This is an optimization exercise on Yosys and OpenROAD, whose aim is small area, not a production implementation.
The RTL was checked by simulation tests, not by an equivalence proof against the original design.

==> 07-09 <==
==> flow/design.v (excerpt) <==
module edge_counter (
    input  wire        clk,
    input  wire        rst,         
    input  wire        sig_in,      
    input  wire        us_tick,     
    input  wire        bus_valid,
    input  wire        bus_we,
    input  wire [31:0] bus_addr,
    input  wire [31:0] bus_wdata,
    output reg         resp_valid,
    output reg  [31:0] resp_rdata,
    output reg         resp_err
);
    localparam NCH = 4;
    integer i;
    genvar  g;
    reg        ec_en, ec_pol;
    reg [15:0] ec_ctr, ec_wrap;
    reg [7:0]  ec_pin;
    reg        sig_prev;
    reg        gt_en, gt_ph, gt_dir;
    reg [15:0] gt_ctr, gt_wrap;
    reg [7:0]  gt_psc, gt_pin, psc_cnt;
    reg [31:0] cx_scratch, gc_stopval;
    reg [31:0] clock_us;
    reg [31:0] ramw [0:15];
    reg [31:0] ch_raddr   [0:NCH-1];
    reg [31:0] ch_waddr   [0:NCH-1];
    reg [31:0] ch_count   [0:NCH-1];
    reg [31:0] ch_reload  [0:NCH-1];
    reg [31:0] ch_pending [0:NCH-1];
    reg        ch_en      [0:NCH-1];
    reg        ch_size    [0:NCH-1];
    reg        ch_incr_r  [0:NCH-1];
    reg        ch_incr_w  [0:NCH-1];
    reg [5:0]  ch_treq    [0:NCH-1];
    reg        ch_busy    [0:NCH-1];
    reg        ch_err     [0:NCH-1];
    wire rising  =  sig_in & ~sig_prev;
    wire falling = ~sig_in &  sig_prev;
    wire ec_hit  = ec_en & (ec_pol ? falling : rising);
    wire ec_wrapped = (ec_ctr == ec_wrap);
    wire ec_evt  = ec_hit & ec_wrapped;
    reg  [15:0] ec_c1, gt_c1, gt_c0;
    always @* begin
        ec_c1[0] = 1'b1; gt_c1[0] = 1'b1; gt_c0[0] = 1'b1;
        for (i = 1; i < 16; i = i + 1) begin
            ec_c1[i] = ec_c1[i-1] &  ec_ctr[i-1];
            gt_c1[i] = gt_c1[i-1] &  gt_ctr[i-1];
  ...
==> flow/config.mk <==
export PLATFORM = sky130hd
export DESIGN_NAME = edge_counter
export DESIGN_NICKNAME = edge_counter
export VERILOG_FILES = /design/flow/design.v
export SDC_FILE = /design/flow/constraint.sdc
export NUM_CORES = 4
export LEC_CHECK = 0
export CAP_MARGIN = 10
export CORE_MARGIN = 2
export CORE_UTILIZATION = 55
export GPL_ROUTABILITY_DRIVEN = 1
export PLACE_DENSITY = 0.65
export SLEW_MARGIN = 10
==> flow/constraint.sdc <==
create_clock -name core_clock -period 12.0 [get_ports {clk}]
set_input_delay 2.4000 -clock core_clock [delete_from_list [all_inputs] [get_ports {clk}]]
set_output_delay 2.4000 -clock core_clock [all_outputs]
set_load 0.01 [all_outputs]
standard.sh (not shown) runs the stock make flow with config.mk's settings and CLKGATE_MAP_FILE= SYNTH_SCRIPT=/design/flow/synth_recipe.tcl, a recipe that flattens the netlist after the stock synthesis.
==> flow/flow/run.sh <==
#!/bin/bash
# Layout flow:
#  2. the same ORFS synthesis again, with an area-oriented ABC script in
#     place of the speed script (a copy of ORFS's scripts folder with only
#     abc_speed.script replaced); used only if its registers (names and
#     cells) are exactly the standard synthesis's;
#  3. the standard ORFS layout steps, with a leaner clock tree.
# Every tool's output goes to a log file of its own in this folder.
set -euo pipefail
W=$(pwd)
R=$W/orfs/results/${FLOW_PLATFORM}/edge_counter/base

# 1. standard synthesis
bash standard.sh synth > 1_synth_standard.log 2>&1
cp $R/1_2_yosys.v $W/1_2_yosys_standard.v

# 2. synthesis with the area-oriented ABC script
rm -rf $W/scripts_area $W/orfs_area
cp -r $FLOW_HOME/scripts $W/scripts_area
cp $W/flow/abc_area.script $W/scripts_area/abc_speed.script
set +e
make -C $FLOW_HOME DESIGN_CONFIG=$FLOW_CONFIG WORK_HOME=$W/orfs_area \
    CLKGATE_MAP_FILE= SYNTH_SCRIPT=$W/synth_recipe.tcl SCRIPTS_DIR=$W/scripts_area \
    synth > 2_synth_area.log 2>&1
ok=$?
set -e
regs() { grep -oE '^ *sky130_fd_sc_hd__[a-z0-9_]+ +[^ ]+' "$1" | grep -E '__(df|edf|sdf|sedf|dl)' | sort; }
regs $W/1_2_yosys_standard.v > regs_standard.txt
if [[ $ok == 0 ]] && regs $W/orfs_area/results/${FLOW_PLATFORM}/edge_counter/base/1_2_yosys.v > regs_area.txt \
   && cmp -s regs_standard.txt regs_area.txt; then
  echo "using the area synthesis" > 2_choice.log
  cp $W/orfs_area/results/${FLOW_PLATFORM}/edge_counter/base/1_2_yosys.v $R/1_2_yosys.v
  rm -f $R/1_synth.odb $R/1_synth.sdc
else
  echo "using the standard synthesis" > 2_choice.log
fi

# 3. layout
bash standard.sh \
  "CTS_ARGS=-sink_clustering_enable -repair_clock_nets -dont_use_dummy_load -sink_clustering_size 16 -sink_clustering_max_diameter 60 -buf_list {sky130_fd_sc_hd__clkbuf_8}" \
  finish > 3_layout.log 2>&1
==> flow/flow/abc_area.script <==
strash
&get -n
&st
&dch -f
&nf -R 1000 -C 32 -F 8 -p
&put
strash
&get -n
&st
&dch -f
&nf -R 1000 -C 32 -F 8 -p
&put
topo
==> 01-07 (differences from 07-09) <==
--- a/flow/design.v
+++ b/flow/design.v
@@ -196,19 +196,17 @@
                 if (wsel & (~dma_byte | wr_addr[1:0] == 2'd1)) ramw[g][15:8]  <= wr_data[15:8];
                 if (wsel & (~dma_byte | wr_addr[1:0] == 2'd2)) ramw[g][23:16] <= wr_data[23:16];
                 if (wsel & (~dma_byte | wr_addr[1:0] == 2'd3)) ramw[g][31:24] <= wr_data[31:24];
             end
         end
     endgenerate
     always @(posedge clk) begin
         sig_prev <= ~rst & sig_in;
-        for (i = 0; i < 32; i = i + 1)
-            if (rst | (us_tick & clk_c1[i]))
-                clock_us[i] <= ~rst & ~clock_us[i];
+        clock_us <= {32{~rst}} & (clock_us ^ ({32{us_tick}} & clk_c1));
         if (rst | w_ecctrl)            ec_pol <= wd0[1];
         if (rst | w_ecctrl | w_enmask) ec_en  <= wd0[0];
         for (i = 0; i < 16; i = i + 1)
             if (rst | w_ecctr | (ec_hit & (ec_wrapped | ec_c1[i])))
                 ec_ctr[i] <= (rst | w_ecctr) ? wd0[i] : ~ec_wrapped & ~ec_ctr[i];
         if (rst | w_ecwrap)            ec_wrap <= wd1;
         if (rst | w_ecpin)             ec_pin  <= wd1[7:0];
         if (rst | w_gtctrl)            gt_ph  <= wd0[1];
@@ -266,19 +264,17 @@
                 if (rst | w_rl | w_trig)                ch_reload[g] <= wd0;
                 if (rst | w_ctrl) begin
                     ch_en[g]     <= wd0[0];
                     ch_size[g]   <= wd0[1];
                     ch_incr_r[g] <= wd0[2];
                     ch_incr_w[g] <= wd0[3];
                     ch_treq[g]   <= wd0[9:4];
                 end
-                for (k = 0; k < 32; k = k + 1)
-                    if (p_clr | p_tog[k])
-                        ch_pending[g][k] <= ~p_clr & ~ch_pending[g][k];
+                ch_pending[g] <= {32{~p_clr}} & (ch_pending[g] ^ p_tog);
                 if (rst | (start & trig_v) | abort | fail | done)
                     ch_busy[g] <= ~rst & start & trig_v;
                 if (rst | abort | fail)
                     ch_err[g] <= ~rst & fail;
             end
         end
     endgenerate
 endmodule
--- a/flow/flow/run.sh
+++ b/flow/flow/run.sh
@@ -32,10 +32,11 @@
   cp $W/orfs_area/results/${FLOW_PLATFORM}/edge_counter/base/1_2_yosys.v $R/1_2_yosys.v
   rm -f $R/1_synth.odb $R/1_synth.sdc
 else
   echo "using the standard synthesis" > 2_choice.log
 fi
 
 # 3. layout
 bash standard.sh \
-  "CTS_ARGS=-sink_clustering_enable -repair_clock_nets -dont_use_dummy_load -sink_clustering_size 16 -sink_clustering_max_diameter 60 -buf_list {sky130_fd_sc_hd__clkbuf_8}" \
+  "CTS_ARGS=-sink_clustering_enable -repair_clock_nets -dont_use_dummy_load -sink_clustering_size 16 -sink_clustering_max_diameter 50 -buf_list {sky130_fd_sc_hd__clkbuf_8}" \
+  "BUFFER_PORTS_ARGS=-inputs -outputs -buffer_cell sky130_fd_sc_hd__buf_1" \
   finish > 3_layout.log 2>&1
==> flow/flow/abc_area.script (replaced) <==
strash
&get -n
&st
&dch -f
&nf -R 1000 -C 32 -F 8 -p
&put
strash
&get -n
&st
&dch -f
&nf -R 1000 -C 32 -F 8 -p
&put
strash
&get -n
&st
&dch -f
&nf -R 1000 -C 32 -F 8 -p
&put
strash
&get -n
&st
&dch -f
&nf -R 1000 -C 32 -F 8 -p
&put
topo
- CAP_MARGIN: 10 -> 20
- CORE_UTILIZATION: 55 -> 45
- PLACE_DENSITY: 0.65 -> 0.55
- SLEW_MARGIN: 10 -> 20
==> 02-12 (differences from 07-09) <==
--- a/flow/design.v
+++ b/flow/design.v
@@ -196,19 +196,17 @@
                 if (wsel & (~dma_byte | wr_addr[1:0] == 2'd1)) ramw[g][15:8]  <= wr_data[15:8];
                 if (wsel & (~dma_byte | wr_addr[1:0] == 2'd2)) ramw[g][23:16] <= wr_data[23:16];
                 if (wsel & (~dma_byte | wr_addr[1:0] == 2'd3)) ramw[g][31:24] <= wr_data[31:24];
             end
         end
     endgenerate
     always @(posedge clk) begin
         sig_prev <= ~rst & sig_in;
-        for (i = 0; i < 32; i = i + 1)
-            if (rst | (us_tick & clk_c1[i]))
-                clock_us[i] <= ~rst & ~clock_us[i];
+        clock_us <= {32{~rst}} & (clock_us ^ ({32{us_tick}} & clk_c1));
         if (rst | w_ecctrl)            ec_pol <= wd0[1];
         if (rst | w_ecctrl | w_enmask) ec_en  <= wd0[0];
         for (i = 0; i < 16; i = i + 1)
             if (rst | w_ecctr | (ec_hit & (ec_wrapped | ec_c1[i])))
                 ec_ctr[i] <= (rst | w_ecctr) ? wd0[i] : ~ec_wrapped & ~ec_ctr[i];
         if (rst | w_ecwrap)            ec_wrap <= wd1;
         if (rst | w_ecpin)             ec_pin  <= wd1[7:0];
         if (rst | w_gtctrl)            gt_ph  <= wd0[1];
@@ -266,19 +264,17 @@
                 if (rst | w_rl | w_trig)                ch_reload[g] <= wd0;
                 if (rst | w_ctrl) begin
                     ch_en[g]     <= wd0[0];
                     ch_size[g]   <= wd0[1];
                     ch_incr_r[g] <= wd0[2];
                     ch_incr_w[g] <= wd0[3];
                     ch_treq[g]   <= wd0[9:4];
                 end
-                for (k = 0; k < 32; k = k + 1)
-                    if (p_clr | p_tog[k])
-                        ch_pending[g][k] <= ~p_clr & ~ch_pending[g][k];
+                ch_pending[g] <= {32{~p_clr}} & (ch_pending[g] ^ p_tog);
                 if (rst | (start & trig_v) | abort | fail | done)
                     ch_busy[g] <= ~rst & start & trig_v;
                 if (rst | abort | fail)
                     ch_err[g] <= ~rst & fail;
             end
         end
     endgenerate
 endmodule
--- a/flow/flow/run.sh
+++ b/flow/flow/run.sh
@@ -32,10 +32,11 @@
   cp $W/orfs_area/results/${FLOW_PLATFORM}/edge_counter/base/1_2_yosys.v $R/1_2_yosys.v
   rm -f $R/1_synth.odb $R/1_synth.sdc
 else
   echo "using the standard synthesis" > 2_choice.log
 fi
 
 # 3. layout
 bash standard.sh \
-  "CTS_ARGS=-sink_clustering_enable -repair_clock_nets -dont_use_dummy_load -sink_clustering_size 16 -sink_clustering_max_diameter 60 -buf_list {sky130_fd_sc_hd__clkbuf_8}" \
+  "CTS_ARGS=-sink_clustering_enable -repair_clock_nets -dont_use_dummy_load -sink_clustering_size 12 -sink_clustering_max_diameter 40 -buf_list {sky130_fd_sc_hd__clkbuf_8}" \
+  "BUFFER_PORTS_ARGS=-inputs -outputs -buffer_cell sky130_fd_sc_hd__buf_1" \
   finish > 3_layout.log 2>&1
==> flow/flow/abc_area.script (replaced) <==
strash
&get -n
&st
&dch -f
&nf -R 1000 -C 32 -F 8 -p
&put
strash
&get -n
&st
&dch -f
&nf -R 1000 -C 32 -F 8 -p
&put
strash
&get -n
&st
&dch -f
&nf -R 1000 -C 32 -F 8 -p
&put
strash
&get -n
&st
&dch -f
&nf -R 1000 -C 32 -F 8 -p
&put
topo
- CAP_MARGIN: 10 -> 20
- CORE_UTILIZATION: 55 -> 40
- PLACE_DENSITY: 0.65 -> 0.5
- SLEW_MARGIN: 10 -> 20
==> impl_metrics.prom <==
# TYPE chip_impl_metric gauge
chip_impl_metric{name="slew_viol_final",unit=""} 1
chip_impl_metric{name="drive_gt1_share",unit="%"} 10.1
chip_impl_metric{name="maxCapViolCount",unit=""} 1
chip_impl_metric{name="logic_power_comb",unit="mW"} 0.843
chip_impl_metric{name="worst_slack",unit="ns"} -0.116
chip_impl_metric{name="finalSetupViolCount",unit=""} 16
chip_impl_info{name="checkFailReasons",value="capacitance limit, slew limit, setup timing"} 1
chip_impl_metric{name="met3_usage",unit="%"} 20.0
chip_impl_info{name="run_status",value="finished with violations"} 1
chip_impl_metric{name="finalWirelength",unit="um"} 306000
chip_impl_metric{name="layout.cell_area.non_filler",unit="um^2"} 68500
chip_impl_metric{name="post_drt_via_cell_ratio",unit=""} 7.29
Source of the figures above: 01-07

==> impl_metrics.prom <==
# TYPE chip_impl_metric gauge
chip_impl_metric{name="layout.cell_area.non_filler",unit="um^2"} 68600
chip_impl_metric{name="finalSetupViolCount",unit=""} 0
chip_impl_metric{name="slew_viol_final",unit=""} 2
chip_impl_metric{name="drive_gt1_share",unit="%"} 8.56
chip_impl_metric{name="detail_route.wl_per_cell",unit="um"} 44.2
chip_impl_metric{name="clkbuf_count",unit=""} 121
chip_impl_metric{name="worst_slack",unit="ns"} 0.413
chip_impl_metric{name="post_drt_via_cell_ratio",unit=""} 7.86
chip_impl_metric{name="maxCapViolCount",unit=""} 0
chip_impl_metric{name="ys_warn_count",unit=""} 14
chip_impl_info{name="run_status",value="finished with violations"} 1
chip_impl_info{name="checkFailReasons",value="slew limit"} 1
chip_impl_metric{name="layout.core_utilization",unit="%"} 61.9
chip_impl_metric{name="die_footprint",unit="um^2"} 115000
chip_impl_metric{name="clkSlewWorstSetupHoldPaths",unit="ns"} 0.10
chip_impl_metric{name="met3_usage",unit="%"} 24.0
chip_impl_metric{name="drt_first_pass_iters",unit=""} 13
Source of the figures above: 07-09

==> impl_metrics.prom <==
# TYPE chip_impl_metric gauge
chip_impl_metric{name="detail_route.wl_per_cell",unit="um"} 41.4
chip_impl_info{name="run_status",value="complete, no violations"} 1
chip_impl_metric{name="post_drt_via_cell_ratio",unit=""} 6.89
chip_impl_metric{name="met3_usage",unit="%"} 15.2
chip_impl_metric{name="layout.cell_area.non_filler",unit="um^2"} 69600
chip_impl_metric{name="finalWirelength",unit="um"} 298000
chip_impl_metric{name="slew_viol_final",unit=""} 0
chip_impl_metric{name="drive_gt1_share",unit="%"} 10.9
chip_impl_metric{name="logic_power_comb",unit="mW"} 0.830
chip_impl_metric{name="finalSetupViolCount",unit=""} 0
chip_impl_metric{name="worst_slack",unit="ns"} 1.14
Source of the figures above: 02-12

[port drivers added, routing unchanged]
Ports are ideal in the flow. The routed layouts listed here were re-timed in OpenROAD. Step 1: set_driving_cell puts a clkbuf_16 on clk and a buf_2 on each other input, an assumption about the parent block. Step 2 adds t to the input delays and takes it off the output delays; t is the mean of the earliest and latest rising clock arrival at the registers after step 1. Input paths then give back, and output paths get back, about the clock's delay inside the block. a / b / c = ideal / step 1 / step 2; a / b = the first two.
run | t (ns) | setup WS [ns] | worst hold slack (ns) | worst slew at a driven data input, ns
07-09 | 0.936 | 0.413 / 0.413 / 0.413 | 0.481 / 0.481 / 0.481 | 0.06
01-07 | 0.962 | -0.116 / -0.116 / -0.536 | 0.488 / 0.488 / 0.488 | 0.17
02-12 | 1.012 | 1.143 / 1.143 / 0.197 | 0.494 / 0.494 / 0.494 | 0.05
The setup slack of 02-12, which loses most, moves by 0.000 ns with the drivers and by -0.946 ns with both steps.
